From an optimization exercise on the open Yosys and OpenROAD flow, aimed at small area, a short achievable clock period and few clock cycles per item; shortcuts taken in it are not production practice.
At most, simulation tests tie the RTL to the original design; equivalence was not proved.

Design rxp_ctr_de, start of the top module:
module rxp_ctr_de (
  input  wire         clk,
  input  wire         rst_n,
  input  wire         in_valid,
  output wire         in_ready,
  input  wire         in_first,
  input  wire [127:0] in_key,
  input  wire [127:0] in_iv,
  input  wire [127:0] in_data,
  output reg          out_valid,
  output reg  [127:0] out_data
);
Size: about 8700 cells after synthesis, ~520 I/O pins, ~85000 um^2 of cells after synthesis.
export LEC_CHECK = 0
export CAP_MARGIN = 20
export CORE_MARGIN = 2
export CORE_UTILIZATION = 35
export GPL_TIMING_DRIVEN = 0
export PLACE_DENSITY = 0.45
export SETUP_SLACK_MARGIN = 2.7
export SLEW_MARGIN = 20
create_clock -name core_clock -period 6.0 [get_ports {clk}]
run.sh (not shown) runs the stock make flow with config.mk's settings and CLKGATE_MAP_FILE= SYNTH_SCRIPT=/design/flow/synth_recipe.tcl, a recipe that flattens the netlist after the stock synthesis.
Then changed:
- GPL_TIMING_DRIVEN: 0 -> default
- SETUP_SLACK_MARGIN: 2.7 -> 3.0
Global-route usage came out lower by 2.6 points. Cell area goes up by a few percent. Wire length went down by a little under a tenth. Worst setup slack gets worse by 0.041 ns. Core utilization climbs by 1.6 points. Non-clock buffer count went down by 22. Sequential share of layout area came out lower by 0.37 points. Hold slack is about the same. Die area stays the same.
Function was not checked in any run of this note: the RTL went through the layout flow alone.

---

rxp_ctr_de, a different RTL version from the one above (not shown whole).
Size in the first run: about 8500 cells after synthesis, about 1300 flip-flops, ~520 I/O pins, roughly 84000 um2 of cells after synthesis.
## rxp_ctr_de
module rxp_ctr_de (
  input  wire         clk,
  input  wire         rst_n,
  input  wire         in_valid,
  output wire         in_ready,
  input  wire         in_first,
  input  wire [127:0] in_key,
  input  wire [127:0] in_iv,
  input  wire [127:0] in_data,
  output reg          out_valid,
  output reg  [127:0] out_data
);
  reg         va, vb;      
  reg  [3:0]  ra, rb;      
  reg         rdy;         
  reg [127:0] key_r;       
  reg [127:0] ctr_r;       
  reg [127:0] x;           
  reg [127:0] ka;          
  reg [127:0] ya;          
  reg  [63:0] yd;          
  reg [127:0] kp;          
  reg  [31:0] kw;          
  reg  [15:0] kd;          
  reg [127:0] d0, d1;      
  assign in_ready = rdy;
  wire accept = in_valid && rdy;
  wire [127:0] blk_key = in_first ? in_key : key_r;
  wire [127:0] blk_ctr = in_first ? in_iv  : ctr_r + 128'd1;
  function [7:0] xtime;
    input [7:0] a;
  ...
clock: 6.0 ns
lec_check: 0
cap_margin: 20
core_margin: 2
core_utilization: 35
place_density: 0.45
slew_margin: 20
The starting point completed without violations.
Testbench counts at the start, summed over its fixed seeds: cycles 48,016, items 4,800.
Then changed:
Settings changed: ABC_AREA set to 1.
=>
- die area grows by 14%
- global-route usage rises by 7.7 points
- cell area rose by 12%
- fmax increases by 4.2%
- routed wire length rises by 51%
- register-to-register slack improved by 0.18 ns
- sequential cell count stays the same
- synthesized area goes up by 14%

---

Another version of the RTL of rxp_ctr_de (not shown whole).
Size: ~1300 flip-flops, about 0.080 mm2 of cells after synthesis.
Settings: LEC_CHECK=0, CAP_MARGIN=0, CORE_MARGIN=2, CORE_UTILIZATION=45, PLACE_DENSITY=0.5, SETUP_SLACK_MARGIN=3.5, SLEW_MARGIN=0, TNS_END_PERCENT=0; clock period 6.0 ns.
The baseline completed without violations.
Testbench counts at the start, summed over its fixed seeds: cycles 48,016, items 4,800.
Change:
Settings changed: CAP_MARGIN 0 to 20, CORE_UTILIZATION 45 to 35, PLACE_DENSITY 0.5 to 0.45, SETUP_SLACK_MARGIN 3.5 to 3.0, SLEW_MARGIN 0 to 20.
Result: Cell count increases by about 4.7%; worst hold slack stays flat; count of clock-buffer cells in the layout increases by 4.
Change:
Settings changed: SETUP_SLACK_MARGIN 3.0 to 3.2.
Result:
- global-route usage increases by 0.21 points
- clock-buffer cell count is unchanged
- cell count increases slightly
Change:
Settings changed: CAP_MARGIN 20 to 0, CORE_UTILIZATION 35 to 45, PLACE_DENSITY 0.45 to 0.65, SETUP_SLACK_MARGIN 3.2 to 3.5, SLEW_MARGIN 20 to 0.
Maximum frequency increases by 2.2%; final area goes down by 0.58%; wire length shrinks by 6.5%; synthesized area does not change.

---

Another version of the RTL of rxp_ctr_de (not shown whole).
For scale: ~7700 cells after synthesis, about 660 flip-flops, ~520 I/O pins, ~70000 µm² of cells after synthesis.
make LEC_CHECK=0 CAP_MARGIN=20 CORE_MARGIN=2 CORE_UTILIZATION=35 PLACE_DENSITY=0.45 SETUP_SLACK_MARGIN=1.0 SLEW_MARGIN=20 finish   # period 6.0 ns
Then changed:
Settings changed: CORE_UTILIZATION 35 to 50, PLACE_DENSITY 0.45 to 0.6, SETUP_SLACK_MARGIN 1.0 to unset.
Outcome: Core utilization is higher by 9.4 points. Worst setup slack degrades by 0.70 ns. Synthesized area does not change. Clock skew is lower by 0.0044 ns.
Function was not checked in any run of this note: the RTL went through the layout flow alone.

---

Setup of job 101:
Starting RTL as in the previous note.
Settings: LEC_CHECK=0, CAP_MARGIN=20, CORE_MARGIN=2, CORE_UTILIZATION=35, PLACE_DENSITY=0.45, SLEW_MARGIN=20; clock period 6.0 ns.
In summary, job 101 completed successfully, with a layout that passed the timing, DRC and antenna checks.
[inputs] job 102 vs job 101
Settings: SETUP_SLACK_MARGIN now 2.0, previously not set.
==> comparison <==
Result for job 101 and job 102: all clean. Per the comparison of job 102 with job 101, multi-input combinational cell count essentially unchanged, final critical delay including setup and external delays decreased 640 ps, final routed wirelength across all metal layers increased 10%. Job 101 vs job 102, leading cell type in the layout, fill and taps excluded: sky130_fd_sc_hd__xnor2_1 vs sky130_fd_sc_hd__buf_4. Remaining number of nets flagged by the antenna check after routing: job 102 vs job 101 identical. Of job 101 and job 102, the run reporting the lower clock transition at the registers of the reported paths was job 102.
No run of this note included a check of the RTL's function; only the layout flow was run.

---

oak:
rxp_ctr_de with an RTL version that a note above also has.
Size: ~1,300 flip-flops, roughly 520 I/O pins.
clock: 6.0 ns
lec_check: 0
cap_margin: 20
core_margin: 2
core_utilization: 35
place_density: 0.45
setup_slack_margin: 3.8
slew_margin: 20
tns_end_percent: 0
Testbench counts of oak, summed over its fixed seeds: cycles 48,016, items 4,800.
diff inputs: oak => pine
- a change of PLACE_DENSITY from 0.45 to 0.55
- a change of CORE_UTILIZATION from 35 to 45
- a change of SETUP_SLACK_MARGIN from 3.8 to 3.5
[summary]
- pine ended with every stage complete and zero timing, DRC or antenna violations.
- Detailed-router iteration count before antenna repair down 1 in pine wrt oak
- Delta (pine minus oak): total number of vias fell 0.35%; fraction of met3 tracks used by global routing rose 0.84 points.
- Design area | pine below oak
- Number of resized instances in the post-cts repair step (pine vs. oak) decreases by more than 10%
- Synthesized cell count: oak vs pine identical
- pine against oak; die area is down by more than 10%.
For birch, these inputs were changed with respect to pine:
- removing TNS_END_PERCENT (formerly 0)
- changing SETUP_SLACK_MARGIN from 3.5 to 3.0
- changing CORE_UTILIZATION from 45 to 35
- changing PLACE_DENSITY from 0.55 to 0.45
Side by side, post-route standard cell area excluding fillers turned out higher in birch than in pine.
birch vs pine: total routed wirelength up in birch
The following lists how maple was set up differently from birch:
- swapping 35 for 45 in CORE_UTILIZATION
- swapping 20 for 0 in CAP_MARGIN
- swapping 0.45 for 0.55 in PLACE_DENSITY
- swapping 20 for 0 in SLEW_MARGIN
- swapping 3.0 for 3.5 in SETUP_SLACK_MARGIN
- putting CTS_BUF_LIST at sky130_fd_sc_hd__clkbuf_4 sky130_fd_sc_hd__clkbuf_8 where nothing was set
- putting TNS_END_PERCENT at 0 where nothing was set
## What came out
- Changes observed in maple relative to birch: worst slew slack as a fraction of its limit down 5.1 points, global routing usage on met1 moved up.
- Via count was higher in the run labelled birch.
- Changes observed in maple relative to birch: number of antenna violations at the first check in global routing fell 4; wire length lower; largest net degree at the start of global routing went up.
- Run comparison: birch standard cell with the maximum stage delay on the critical path dfxtp_2; maple standard cell with the maximum stage delay on the critical path dfxtp_1
- maple: final instance area 7600 µm² below birch
- Re summed instance area of the synthesized netlist: no difference whatsoever between birch and maple.

---

the reference run:
Starting RTL as in the previous note.
==> flow/design.v (excerpt) <==
module rxp_ctr_de (
  input  wire         clk,
  input  wire         rst_n,
  input  wire         in_valid,
  output wire         in_ready,
  input  wire         in_first,
  input  wire [127:0] in_key,
  input  wire [127:0] in_iv,
  input  wire [127:0] in_data,
  output reg          out_valid,
  output reg  [127:0] out_data
);
make LEC_CHECK=0 CAP_MARGIN=0 CORE_MARGIN=2 CORE_UTILIZATION=45 PLACE_DENSITY=0.55 SETUP_SLACK_MARGIN=3.5 SLEW_MARGIN=0 TNS_END_PERCENT=0 finish   # period 6.0 ns
Every stage of the flow completed for the reference run, and the final layout passed the timing, DRC and antenna checks.
Testbench counts of the reference run, summed over its fixed seeds: cycles 48,016, items 4,800.
Edits applied to the flow inputs when going from the reference run to the trial run:
Settings: changing CAP_MARGIN from 0 to 20; changing SLEW_MARGIN from 0 to 20; changing PLACE_DENSITY from 0.55 to 0.45; changing CORE_UTILIZATION from 45 to 35.
Notes after the runs:
Looking at the reports, the trial run completed the entire flow and the layout it produced met the timing, DRC and antenna checks. Met3 routing resource usage after global routing: the trial run < the reference run. The multi-input logic area on the trial run is in line with that on the reference run. Between the reference run and the trial run, sequential share of layout area decreased. Utilization in the trial run is 12 points below the reference run. Looking at cell with the largest stage delay on the worst path, the sky130_fd_sc_hd__xnor2_4 result is from the reference run; the sky130_fd_sc_hd__xnor3_2 one comes from the trial run.

---

rxp_ctr_de, a different RTL version from the one above (not shown whole).
Size: about 7900 cells after synthesis, about 520 I/O pins, ~0.080 sq mm of cells after synthesis.
// rxp_ctr_de
module rxp_ctr_de (
  input  wire         clk,
  input  wire         rst_n,
  input  wire         in_valid,
  output wire         in_ready,
  input  wire         in_first,
  input  wire [127:0] in_key,
  input  wire [127:0] in_iv,
  input  wire [127:0] in_data,
  output reg          out_valid,
  output reg  [127:0] out_data
);
==> flow/config.mk <==
export PLATFORM = sky130hd
export DESIGN_NAME = rxp_ctr_de
export DESIGN_NICKNAME = rxp_ctr_de
export VERILOG_FILES = /design/flow/design.v
export SDC_FILE = /design/flow/constraint.sdc
export NUM_CORES = 4
export LEC_CHECK = 0
export CAP_MARGIN = 20
export CORE_MARGIN = 2
export CORE_UTILIZATION = 35
export PLACE_DENSITY = 0.45
export SETUP_SLACK_MARGIN = 2.7
export SLEW_MARGIN = 20
==> flow/constraint.sdc <==
create_clock -name core_clock -period 6.0 [get_ports {clk}]
set_input_delay 1.2000 -clock core_clock [delete_from_list [all_inputs] [get_ports {clk}]]
set_output_delay 1.2000 -clock core_clock [all_outputs]
set_load 0.01 [all_outputs]
Next try:
--- a/flow/config.mk
+++ b/flow/config.mk
@@ -10,4 +10,4 @@
 export CORE_UTILIZATION = 35
 export PLACE_DENSITY = 0.45
-export SETUP_SLACK_MARGIN = 2.7
+export SETUP_SLACK_MARGIN = 3.0
 export SLEW_MARGIN = 20
After rerunning: Design area came out higher by roughly a tenth. Utilization goes up by 4.9 points. Via count is higher by a few percent. Register-to-register slack gains 0.25 ns. Wire length came out higher by a few percent. Worst setup slack gets better by 0.28 ns. Maximum frequency climbs by a few percent. Worst hold slack gains 0.0050 ns. Count of clock-buffer cells in the layout does not change.
Function was not checked in any run of this note: the RTL went through the layout flow alone.

---

The RTL this note starts from:
==> flow/design.v <==
module aes_sbox_d (
  input  wire [7:0] a,
  output reg  [3:0] di
);
  wire [3:0] d;
  assign d[0] = ((a[0] ^ a[3] ^ a[4] ^ a[6]) & (a[1] ^ a[2] ^ a[3] ^ a[5] ^ a[7]))
             ^ ((a[2] ^ a[5] ^ a[6]) & (a[4] ^ a[6]))
             ^ ((a[5]) & (a[6]))
             ^ ((a[3]) & (a[7]))
             ^ (a[0] ^ a[2] ^ a[5]);
  assign d[1] = ((a[0] ^ a[2] ^ a[6]) & (a[1] ^ a[4] ^ a[5] ^ a[6]))
             ^ ((a[2] ^ a[3] ^ a[5] ^ a[6]) & (a[4] ^ a[5]))
             ^ ((a[3]) & (a[5] ^ a[7]))
             ^ ((a[6]) & (a[7]))
             ^ (a[1] ^ a[2] ^ a[4] ^ a[6] ^ a[7]);
  assign d[2] = ((a[0] ^ a[6] ^ a[7]) & (a[2] ^ a[3]))
             ^ ((a[1] ^ a[5] ^ a[7]) & (a[3] ^ a[4] ^ a[5] ^ a[6] ^ a[7]))
             ^ ((a[4] ^ a[6]) & (a[5] ^ a[6]))
             ^ ((a[6]) & (a[7]))
             ^ (a[1] ^ a[2] ^ a[4] ^ a[6]);
  assign d[3] = ((a[1] ^ a[3] ^ a[4] ^ a[5] ^ a[6]) & (a[2] ^ a[3] ^ a[4] ^ a[5] ^ a[6] ^ a[7]))
             ^ ((a[0] ^ a[4] ^ a[6]) & (a[5] ^ a[7]))
             ^ ((a[4]) & (a[6] ^ a[7]))
             ^ ((a[3]) & (a[7]))
             ^ (a[3] ^ a[4] ^ a[5] ^ a[6]);
  always @(*) begin
    case (d)
      4'd0: di = 4'd0;
      4'd1: di = 4'd1;
      4'd2: di = 4'd9;
      4'd3: di = 4'd14;
      4'd4: di = 4'd13;
      4'd5: di = 4'd11;
      4'd6: di = 4'd7;
      4'd7: di = 4'd6;
      4'd8: di = 4'd15;
      4'd9: di = 4'd2;
      4'd10: di = 4'd12;
      4'd11: di = 4'd5;
      4'd12: di = 4'd10;
      4'd13: di = 4'd4;
      4'd14: di = 4'd3;
      4'd15: di = 4'd8;
      default: di = 4'd0;
    endcase
  end
endmodule
module aes_sbox_y (
  input  wire [7:0] a,
  input  wire [3:0] di,
  output wire [7:0] y
);
  wire [7:0] l0;
  assign l0[0] = a[0] ^ a[2] ^ a[3] ^ a[5];
  assign l0[1] = a[0] ^ a[2] ^ a[3] ^ a[6];
  assign l0[2] = a[0] ^ a[1] ^ a[2] ^ a[4];
  assign l0[3] = a[0] ^ a[1] ^ a[4] ^ a[6];
  assign l0[4] = a[0] ^ a[2] ^ a[3] ^ a[4];
  assign l0[5] = a[5] ^ a[6] ^ a[7];
  assign l0[6] = a[2] ^ a[3] ^ a[4] ^ a[5] ^ a[6];
  assign l0[7] = a[1] ^ a[2] ^ a[7];
  wire [7:0] l1;
  assign l1[0] = a[0] ^ a[4] ^ a[7];
  assign l1[1] = a[1] ^ a[3] ^ a[5] ^ a[6];
  assign l1[2] = a[0] ^ a[2] ^ a[3] ^ a[4] ^ a[5] ^ a[6] ^ a[7];
  assign l1[3] = a[0] ^ a[2] ^ a[3] ^ a[5] ^ a[6] ^ a[7];
  assign l1[4] = a[2] ^ a[3] ^ a[5] ^ a[6] ^ a[7];
  assign l1[5] = a[0] ^ a[5] ^ a[7];
  assign l1[6] = a[1] ^ a[5] ^ a[7];
  assign l1[7] = a[0] ^ a[3] ^ a[4] ^ a[5];
  wire [7:0] l2;
  assign l2[0] = a[2] ^ a[6] ^ a[7];
  assign l2[1] = a[1] ^ a[3] ^ a[5] ^ a[6] ^ a[7];
  assign l2[2] = a[0] ^ a[2] ^ a[3] ^ a[6];
  assign l2[3] = a[1] ^ a[2] ^ a[5] ^ a[6];
  assign l2[4] = a[0] ^ a[1] ^ a[4] ^ a[6] ^ a[7];
  assign l2[5] = a[0] ^ a[3] ^ a[4] ^ a[5] ^ a[7];
  assign l2[6] = a[1] ^ a[4] ^ a[6] ^ a[7];
  assign l2[7] = a[0] ^ a[1] ^ a[2];
  wire [7:0] l3;
  assign l3[0] = a[1] ^ a[3] ^ a[6];
  assign l3[1] = a[4] ^ a[5] ^ a[7];
  assign l3[2] = a[1] ^ a[3] ^ a[5] ^ a[6];
  assign l3[3] = a[3] ^ a[4] ^ a[7];
  assign l3[4] = a[0] ^ a[1] ^ a[2] ^ a[4] ^ a[5] ^ a[7];
  assign l3[5] = a[0] ^ a[2] ^ a[3] ^ a[4] ^ a[6];
  assign l3[6] = a[1];
  assign l3[7] = a[1] ^ a[2] ^ a[4] ^ a[6] ^ a[7];
  assign y = ({8{di[0]}} & l0) ^ ({8{di[1]}} & l1) ^ ({8{di[2]}} & l2) ^ ({8{di[3]}} & l3) ^ 8'h63;
endmodule
module rxp_ctr_de (
  input  wire         clk,
  input  wire         rst_n,
  input  wire         in_valid,
  output wire         in_ready,
  input  wire         in_first,
  input  wire [127:0] in_key,
  input  wire [127:0] in_iv,
  input  wire [127:0] in_data,
  output reg          out_valid,
  output reg  [127:0] out_data
);
  reg         va, vb;      
  reg  [3:0]  ra, rb;      
  reg         rdy;         
  reg [127:0] key_r;       
  reg [127:0] ctr_n;       
  reg [127:0] x;           
  reg [127:0] ka;          
  reg [127:0] ya;          
  reg  [63:0] yd;          
  reg [127:0] kp;          
  reg  [31:0] kw;          
  reg  [15:0] kd;          
  reg [127:0] d0, d1;      
  assign in_ready = rdy;
  wire accept = in_valid && rdy;
  wire [127:0] blk_key = in_first ? in_key : key_r;
  wire [127:0] blk_ctr = in_first ? in_iv  : ctr_n;
  function [7:0] xtime;
    input [7:0] a;
    xtime = {a[6:0], 1'b0} ^ (a[7] ? 8'h1b : 8'h00);
  endfunction
  wire [63:0] xd;
  wire [15:0] kxd;
  wire [31:0] rot = {ka[23:0], ka[31:24]};    
  genvar i, c;
  generate
    for (i = 0; i < 16; i = i + 1) begin : g_da
      aes_sbox_d u_d (.a(x[127 - 8*i -: 8]), .di(xd[63 - 4*i -: 4]));
    end
    for (i = 0; i < 4; i = i + 1) begin : g_dk
      aes_sbox_d u_d (.a(rot[31 - 8*i -: 8]), .di(kxd[15 - 4*i -: 4]));
    end
  endgenerate
  wire [7:0] sb [0:15];    
  wire [7:0] sr [0:15];    
  wire [7:0] mc [0:15];    
  generate
    for (i = 0; i < 16; i = i + 1) begin : g_yb
      aes_sbox_y u_y (.a(ya[127 - 8*i -: 8]), .di(yd[63 - 4*i -: 4]), .y(sb[i]));
    end
    for (c = 0; c < 4; c = c + 1) begin : g_shift
      assign sr[4*c + 0] = sb[4*((c + 0) % 4) + 0];
      assign sr[4*c + 1] = sb[4*((c + 1) % 4) + 1];
      assign sr[4*c + 2] = sb[4*((c + 2) % 4) + 2];
      assign sr[4*c + 3] = sb[4*((c + 3) % 4) + 3];
    end
    for (c = 0; c < 4; c = c + 1) begin : g_mix
      wire [7:0] a0 = sr[4*c + 0];
      wire [7:0] a1 = sr[4*c + 1];
      wire [7:0] a2 = sr[4*c + 2];
      wire [7:0] a3 = sr[4*c + 3];
      assign mc[4*c + 0] = xtime(a0) ^ (xtime(a1) ^ a1) ^ a2 ^ a3;
      assign mc[4*c + 1] = a0 ^ xtime(a1) ^ (xtime(a2) ^ a2) ^ a3;
      assign mc[4*c + 2] = a0 ^ a1 ^ xtime(a2) ^ (xtime(a3) ^ a3);
      assign mc[4*c + 3] = (xtime(a0) ^ a0) ^ a1 ^ a2 ^ xtime(a3);
    end
  endgenerate
  wire [127:0] sr_vec, mc_vec;
  generate
    for (i = 0; i < 16; i = i + 1) begin : g_pack
      assign sr_vec[127 - 8*i -: 8] = sr[i];
      assign mc_vec[127 - 8*i -: 8] = mc[i];
    end
  endgenerate
  reg [7:0] rcon;
  always @(*) begin
    case (rb)
      4'd1:    rcon = 8'h01;
      4'd2:    rcon = 8'h02;
      4'd3:    rcon = 8'h04;
      4'd4:    rcon = 8'h08;
      4'd5:    rcon = 8'h10;
      4'd6:    rcon = 8'h20;
      4'd7:    rcon = 8'h40;
      4'd8:    rcon = 8'h80;
      4'd9:    rcon = 8'h1b;
      default: rcon = 8'h36;
    endcase
  end
  wire [31:0] krot = {kw[23:0], kw[31:24]};
  wire [31:0] sub;
  generate
    for (i = 0; i < 4; i = i + 1) begin : g_yk
      aes_sbox_y u_y (.a(krot[31 - 8*i -: 8]), .di(kd[15 - 4*i -: 4]), .y(sub[31 - 8*i -: 8]));
    end
  endgenerate
  wire [31:0] t  = sub ^ {rcon, 24'h000000};
  wire [127:0] next_rk = kp ^ {t, t, t, t};
  wire last = vb && (rb == 4'd10);
  always @(posedge clk) begin
    ya <= x;
    yd <= xd;
    kp <= {ka[127:96], ka[127:96] ^ ka[95:64], ka[127:96] ^ ka[95:64] ^ ka[63:32],
           ka[127:96] ^ ka[95:64] ^ ka[63:32] ^ ka[31:0]};
    kw <= ka[31:0];
    kd <= kxd;
    x  <= rdy ? (blk_ctr ^ blk_key) : (mc_vec ^ next_rk);
    ka <= rdy ? blk_key : next_rk;
    d0 <= rdy ? in_data : d1;
    d1 <= d0;
    out_data <= sr_vec ^ next_rk ^ d1;
  end
  always @(posedge clk) begin
    if (accept) begin
      key_r <= blk_key;
      ctr_n <= in_first ? in_iv + 128'd1 : ctr_n + 128'd1;
    end
  end
  always @(posedge clk) begin
    if (!rst_n) begin
      va        <= 1'b0;
      vb        <= 1'b0;
      rdy       <= 1'b1;
      out_valid <= 1'b0;
    end else begin
      vb        <= va;
      va        <= accept || (vb && !last);
      rdy       <= !va || (ra == 4'd10);
      out_valid <= last;
    end
  end
  always @(posedge clk) begin
    rb <= ra;
    ra <= rdy ? 4'd1 : rb + 4'd1;
  end
endmodule
==> flow/config.mk <==
export PLATFORM = sky130hd
export DESIGN_NAME = rxp_ctr_de
export DESIGN_NICKNAME = rxp_ctr_de
export VERILOG_FILES = /design/flow/design.v
export SDC_FILE = /design/flow/constraint.sdc
export NUM_CORES = 4
export LEC_CHECK = 0
export CAP_MARGIN = 20
export CORE_MARGIN = 2
export CORE_UTILIZATION = 35
export PLACE_DENSITY = 0.45
export SETUP_SLACK_MARGIN = 3.0
export SLEW_MARGIN = 20
==> flow/constraint.sdc <==
create_clock -name core_clock -period 6.0 [get_ports {clk}]
set_input_delay 1.2000 -clock core_clock [delete_from_list [all_inputs] [get_ports {clk}]]
set_output_delay 1.2000 -clock core_clock [all_outputs]
set_load 0.01 [all_outputs]
Next try:
--- a/flow/config.mk
+++ b/flow/config.mk
@@ -11,3 +11,3 @@
 export PLACE_DENSITY = 0.45
-export SETUP_SLACK_MARGIN = 3.0
+export SETUP_SLACK_MARGIN = 3.3
 export SLEW_MARGIN = 20
After rerunning: Setup slack improved by 0.021 ns. Clock skew hardly moves. Critical path depth went up by 1. Maximum frequency goes up by 0.60%. Non-clock buffer count went up by 390. Sequential share of layout area is lower by 1.4 points.
No run of this note included a check of the RTL's function; only the layout flow was run.

## re-timing with driven ports
The flow's constraints put no driver on any port. The routed layouts listed below were extracted and timed again, unchanged, in two steps.
Step 1: set_driving_cell puts a clkbuf_16 on clk and a buf_2 on each other input, an assumption about the parent block.
Step 2, shift: input delay + t, output delay - t, t = (earliest + latest rising clock arrival at the registers) / 2. This alone moves slack from input paths to output paths.
Three values: ideal ports, drivers, drivers and shift; two values: the first two.
| run | t, ns | setup WS [ns] | clock arrival spread, ns | worst slew at a driven data input, ns |
|---|---|---|---|---|
| the first run of note 1 | 0.920 | 2.664 / 2.632 / 1.712 | 0.037 / 0.036 | 0.27 |
| the second run of note 1 | 0.913 | 2.623 / 2.623 / 1.731 | 0.052 / 0.052 | 0.25 |
| the first run of note 2 | 0.914 | 1.596 / 1.596 / 1.596 | 0.043 / 0.042 | 0.15 |
| the second run of note 2 | 0.969 | 1.775 / 1.775 / 1.775 | 0.067 / 0.067 | 0.12 |
| the first run of note 3 | 0.883 | 2.945 / 2.945 / 2.325 | 0.041 / 0.041 | 0.13 |
| the second run of note 3 | 0.911 | 2.722 / 2.722 / 2.180 | 0.044 / 0.044 | 0.12 |
| the third run of note 3 | 0.913 | 2.841 / 2.841 / 2.175 | 0.039 / 0.039 | 0.12 |
| the fourth run of note 3 | 0.892 | 2.910 / 2.910 / 2.293 | 0.042 / 0.042 | 0.13 |
| the first run of note 4 | 0.829 | 0.868 / 0.868 / 0.868 | 0.041 / 0.041 | 0.12 |
| the second run of note 4 | 0.795 | 0.164 / 0.164 / 0.164 | 0.036 / 0.036 | 0.22 |
| job 101 | 0.837 | 0.236 / 0.236 / 0.236 | 0.052 / 0.052 | 0.21 |
| job 102 | 0.829 | 0.872 / 0.872 / 0.872 | 0.038 / 0.037 | 0.26 |
| oak | 0.916 | 2.874 / 2.874 / 2.190 | 0.043 / 0.043 | 0.11 |
| pine | 0.880 | 2.843 / 2.843 / 2.304 | 0.036 / 0.036 | 0.15 |
| birch | 0.905 | 2.955 / 2.955 / 2.203 | 0.041 / 0.041 | 0.11 |
| maple | 1.035 | 2.908 / 2.908 / 2.334 | 0.062 / 0.062 | 0.13 |
| the reference run | 0.879 | 2.895 / 2.895 / 2.378 | 0.036 / 0.035 | 0.12 |
| the trial run | 0.916 | 2.874 / 2.874 / 2.190 | 0.043 / 0.043 | 0.11 |
| the first run of note 8 | 0.897 | 1.599 / 1.420 / 0.523 | 0.037 / 0.037 | 0.35 |
| the second run of note 8 | 0.916 | 1.880 / 1.717 / 0.801 | 0.046 / 0.046 | 0.32 |
| the first run of note 9 | 0.943 | 2.409 / 2.144 / 1.202 | 0.051 / 0.051 | 0.48 |
| the second run of note 9 | 0.949 | 2.430 / 2.148 / 1.199 | 0.051 / 0.051 | 0.50 |
After both steps every run listed still meets setup and hold. The setup slack of the second run of note 9, which loses most, moves by -0.282 ns with the drivers and by -1.231 ns with both steps.
